This design comes from an exercise in tuning for small area on the open sky130 flow, not from production work. At most, simulation tests tie the RTL to the original design; equivalence was not proved. Power figures rest on the tool's default switching activity, not on a simulated workload.

==> module inv16_wpath, before the edit <==
module inv16_wpath (
    input  wire [15:0] R, s_ns, s_hw, s_rd,
    input  wire        e_ns, e_hw, e_rd,
    input  wire [15:0] P, Q, I,
    input  wire        xp, xq, xi,
    output wire [15:0] W,
    output wire        wz
);
    wire [15:0] H = (s_ns & {16{e_ns}}) | (s_hw & {16{e_hw}}) | (s_rd & {16{e_rd}});
    wire [15:0] X = (P & {16{xp}}) | (Q & {16{xq}}) | (I & {16{xi}});
    assign W  = (R | H) ^ X;
    assign wz = (W == 16'h0000);
endmodule
==> module inv16_alu, before the edit <==
module inv16_alu (
    input  wire [15:0] P, R,
    input  wire        a0,
    input  wire [1:0]  asel,
    input  wire [2:0]  kv,
    input  wire        bm, binv, cin,
    output wire [16:0] SUM
);
    wire [15:0] K = {{14{kv[2]}}, kv[1], kv[0]};
    reg  [15:0] A;
    always @(*) begin
        case (asel)
            2'd2:    A = {P[14:0], a0};
            2'd3:    A = K;
            default: A = P;
        endcase
    end
    wire [15:0] B = (R & {16{bm}}) ^ {16{binv}};
    assign SUM = {1'b0, A} + {1'b0, B} + {16'd0, cin};
endmodule
Settings: LEC_CHECK=0, CAP_MARGIN=20, CORE_MARGIN=2, CORE_UTILIZATION=60, SLEW_MARGIN=20, SYNTH_HIERARCHICAL=1, SYNTH_MINIMUM_KEEP_SIZE=0; clock period 11.0 ns.
standard.sh (not shown) runs the stock make flow with config.mk's settings and CLKGATE_MAP_FILE= SYNTH_SCRIPT=/design/flow/synth_recipe.tcl, a recipe that flattens the netlist after the stock synthesis.
==> flow/flow/run.sh <==
#!/bin/bash
# Layout: the standard flow (standard.sh) unchanged, except that the
# buffer put on every input and output port is the platform's smallest
# buffer cell instead of the one buffer_ports picks by default, and that
# clock tree synthesis adds no dummy loads.
set -euo pipefail
export BUFFER_PORTS_ARGS="-buffer_cell sky130_fd_sc_hd__buf_1"
export CTS_ARGS="-sink_clustering_enable -repair_clock_nets -dont_use_dummy_load -sink_clustering_size 16 -sink_clustering_max_diameter 60 -buf_list sky130_fd_sc_hd__clkbuf_8"
bash standard.sh > standard.log 2>&1
The first run completed without violations.
Next try:
--- a/flow/design.v
+++ b/flow/design.v
@@ -430,13 +430,21 @@
     input  wire [15:0] P, Q, I,
     input  wire        xp, xq, xi,
     output wire [15:0] W,
     output wire        wz
 );
-    wire [15:0] H = (s_ns & {16{e_ns}}) | (s_hw & {16{e_hw}}) | (s_rd & {16{e_rd}});
-    wire [15:0] X = (P & {16{xp}}) | (Q & {16{xq}}) | (I & {16{xi}});
-    assign W  = (R | H) ^ X;
+    wire [15:0] Hn, Xn;
+    genvar j;
+    generate
+        for (j = 0; j < 16; j = j + 1) begin : g_bit
+            inv16_aoi222 u_h (.a0(s_ns[j]), .s0(e_ns), .a1(s_hw[j]), .s1(e_hw),
+                              .a2(s_rd[j]), .s2(e_rd), .y(Hn[j]));
+            inv16_aoi222 u_x (.a0(P[j]), .s0(xp), .a1(Q[j]), .s1(xq),
+                              .a2(I[j]), .s2(xi), .y(Xn[j]));
+        end
+    endgenerate
+    assign W  = (R | ~Hn) ^ ~Xn;
     assign wz = (W == 16'h0000);
 endmodule
 module inv16_bitsel (
     input  wire [15:0] R,
     input  wire [3:0]  cnt,
@@ -496,16 +504,21 @@
     input  wire [2:0]  kv,
     input  wire        bm, binv, cin,
     output wire [16:0] SUM
 );
     wire [15:0] K = {{14{kv[2]}}, kv[1], kv[0]};
-    reg  [15:0] A;
-    always @(*) begin
-        case (asel)
-            2'd2:    A = {P[14:0], a0};
-            2'd3:    A = K;
-            default: A = P;
-        endcase
-    end
+    wire        sp = !asel[1];
+    wire        ss = asel == 2'd2;
+    wire        sk = asel == 2'd3;
+    wire [15:0] Ps = {P[14:0], a0};
+    wire [15:0] An;
+    genvar j;
+    generate
+        for (j = 0; j < 16; j = j + 1) begin : g_a
+            inv16_aoi222 u (.a0(P[j]), .s0(sp), .a1(Ps[j]), .s1(ss),
+                            .a2(K[j]), .s2(sk), .y(An[j]));
+        end
+    endgenerate
+    wire [15:0] A = ~An;
     wire [15:0] B = (R & {16{bm}}) ^ {16{binv}};
     assign SUM = {1'b0, A} + {1'b0, B} + {16'd0, cin};
 endmodule
The changed run finished with timing, DRC and antenna clean; synthesized cell count goes down by 4.3%; utilization fell by 0.19 points; total power goes down by about 7%; clock power increases by about 3%; wire length goes down by 4.2%; area after synthesis drops by about 0.9%; die area shrinks by about 0.9%; setup slack got worse by 0.58 ns; final area fell by 0.55%; via count is lower by about 1.7%; worst hold slack improved by 0.0065 ns; sequential power came out lower by about 2%; critical path depth does not change.

---

Setup of branch tundra:
inv16_core, a different RTL version from the one above (not shown whole).
Size in the first run: about 350 flip-flops, about 370 I/O pins, roughly 16000 sq um of cells after synthesis.
==> module inv16_rdmux, before the edit <==
module inv16_rdmux (
    input  wire [255:0] xs,
    input  wire [15:0]  oh,
    input  wire [15:0]  s_pc, s_steps,
    input  wire [7:0]   s_imm,
    input  wire         e_pc, e_steps, e_imm,
    output wire [15:0]  R
);
    wire [17:0] sel = {e_steps, e_pc, oh};
    genvar j, k;
    generate
        for (j = 0; j < 16; j = j + 1) begin : g_bit
            wire [17:0] src;
            wire [6:0]  t;
            for (k = 0; k < 16; k = k + 1) begin : g_src
                assign src[k] = xs[16*k + j];
            end
            assign src[16] = s_pc[j];
            assign src[17] = s_steps[j];
            for (k = 0; k < 6; k = k + 1) begin : g_aoi
                inv16_aoi222 u (.a0(src[3*k]),   .s0(sel[3*k]),
                                .a1(src[3*k+1]), .s1(sel[3*k+1]),
                                .a2(src[3*k+2]), .s2(sel[3*k+2]),
                                .y(t[k]));
            end
            if (j < 8) begin : g_imm
                assign t[6] = ~(s_imm[j] & e_imm);
            end else begin : g_noimm
                assign t[6] = 1'b1;
            end
            assign R[j] = ~&t;
        end
    endgenerate
endmodule
==> module inv16_aoi222, before the edit <==
module inv16_aoi222 (
    input  wire a0, s0, a1, s1, a2, s2,
    output wire y
);
    assign y = ~(a0 & s0 | a1 & s1 | a2 & s2);
endmodule
==> module inv16_wpath, before the edit <==
module inv16_wpath (
    input  wire [15:0] R, s_ns, s_hw, s_rd,
    input  wire        e_ns, e_hw, e_rd,
    input  wire [15:0] P, Q, I,
    input  wire        xp, xq, xi,
    output wire [15:0] W,
    output wire        wz
);
    wire [15:0] Hn, Xn;
    genvar j;
    generate
        for (j = 0; j < 16; j = j + 1) begin : g_bit
            inv16_aoi222 u_h (.a0(s_ns[j]), .s0(e_ns), .a1(s_hw[j]), .s1(e_hw),
                              .a2(s_rd[j]), .s2(e_rd), .y(Hn[j]));
            inv16_aoi222 u_x (.a0(P[j]), .s0(xp), .a1(Q[j]), .s1(xq),
                              .a2(I[j]), .s2(xi), .y(Xn[j]));
        end
    endgenerate
    assign W  = (R | ~Hn) ^ ~Xn;
    assign wz = (W == 16'h0000);
endmodule
==> flow/config.mk <==
export PLATFORM = sky130hd
export DESIGN_NAME = inv16_core
export DESIGN_NICKNAME = inv16_core
export VERILOG_FILES = /design/flow/design.v
export SDC_FILE = /design/flow/constraint.sdc
export NUM_CORES = 4
export LEC_CHECK = 0
export CAP_MARGIN = 20
export CORE_MARGIN = 2
export CORE_UTILIZATION = 60
export SLEW_MARGIN = 20
export SYNTH_HIERARCHICAL = 1
export SYNTH_MINIMUM_KEEP_SIZE = 0
==> flow/constraint.sdc <==
create_clock -name core_clock -period 11.0 [get_ports {clk}]
set_input_delay 2.2000 -clock core_clock [delete_from_list [all_inputs] [get_ports {clk}]]
set_output_delay 2.2000 -clock core_clock [all_outputs]
set_load 0.01 [all_outputs]
Scripts as last shown in full above: flow/flow/run.sh
branch tundra finished all stages; the layout is clean.
Changes in branch indigo relative to branch tundra:
==> flow/design.v, changed modules only <==
module inv16_rdmux (
    input  wire [255:0] xs,
    input  wire [15:0]  oh,
    input  wire [15:0]  s_pc, s_steps,
    input  wire [7:0]   s_imm,
    input  wire         e_pc, e_steps, e_imm,
    output reg  [15:0]  R
);
    integer i;
    always @(*) begin
        R = (s_pc & {16{e_pc}}) | (s_steps & {16{e_steps}}) |
            ({8'h00, s_imm} & {16{e_imm}});
        for (i = 0; i < 16; i = i + 1)
            R = R | (xs[16*i +: 16] & {16{oh[i]}});
    end
endmodule
module inv16_wpath (
    input  wire [15:0] R, s_ns, s_hw, s_rd,
    input  wire        e_ns, e_hw, e_rd,
    input  wire [15:0] P, Q, I,
    input  wire        xp, xq, xi,
    output wire [15:0] W,
    output wire        wz
);
    wire [15:0] H = (s_ns & {16{e_ns}}) | (s_hw & {16{e_hw}}) | (s_rd & {16{e_rd}});
    wire [15:0] X = (P & {16{xp}}) | (Q & {16{xq}}) | (I & {16{xi}});
    assign W  = (R | H) ^ X;
    assign wz = (W == 16'h0000);
endmodule
// module inv16_aoi222 removed
==> notes.md <==
- Cell area | branch indigo vs branch tundra | branch indigo larger
- Summary — register-to-register slack, branch indigo relative to branch tundra: higher, by 0.05 ns.
- Summary of branch indigo over branch tundra: sequential share of layout area saw a decrease, area after synthesis saw an increase.
- The part of the power in combinational logic of branch indigo falls short of that of branch tundra by 0.2 points.
- Across both runs, time the final worst path needs with I/O delays and setup was lower for branch indigo than for branch tundra.
- There was hardly any difference in portion of netlist area occupied by mux cells between branch tundra and branch indigo.
- Changes observed in branch indigo relative to branch tundra: register area share after synthesis now sits lower, final layout net count climbed about 5%.
- Compared with branch tundra, branch indigo shows proportion of power drawn by flip-flops and latches higher by 0.7 points.
- Initial antenna violation count: branch indigo vs branch tundra identical
The RTL of branch tundra was laid out without a check of its function.

port drivers added, routing unchanged:
How much do the figures lean on ideal ports? The routed layouts below were timed once more, with nothing changed but the port constraints. Step 1, drivers: a clkbuf_16 drives clk and a buf_2 each remaining input, both assumed. Step 2, shift: input delay + t, output delay - t, t = (earliest + latest rising clock arrival at the registers) / 2. This alone moves slack from input paths to output paths. a / b / c = no drivers / after step 1 / after step 2; a / b = the first two.
| run | shift t [ns] | setup WS [ns] | worst setup path at the end | latest minus earliest clock arrival (ns) |
|---|---|---|---|---|
| the first run of note 1 | 0.642 | 1.074 / 1.074 / 0.926 | input to register | 0.081 / 0.082 |
| the second run of note 1 | 0.652 | 0.497 / 0.497 / 0.497 | register to register | 0.116 / 0.116 |
| branch tundra | 0.583 | 1.136 / 1.136 / 1.136 | register to register | 0.118 / 0.117 |
| branch indigo | 0.649 | 1.190 / 1.190 / 1.190 | register to register | 0.053 / 0.053 |
After both steps every run listed still meets setup and hold. For the first run of note 1, which loses most, drivers alone change the setup slack by 0.000 ns; drivers and shift together by -0.148 ns.
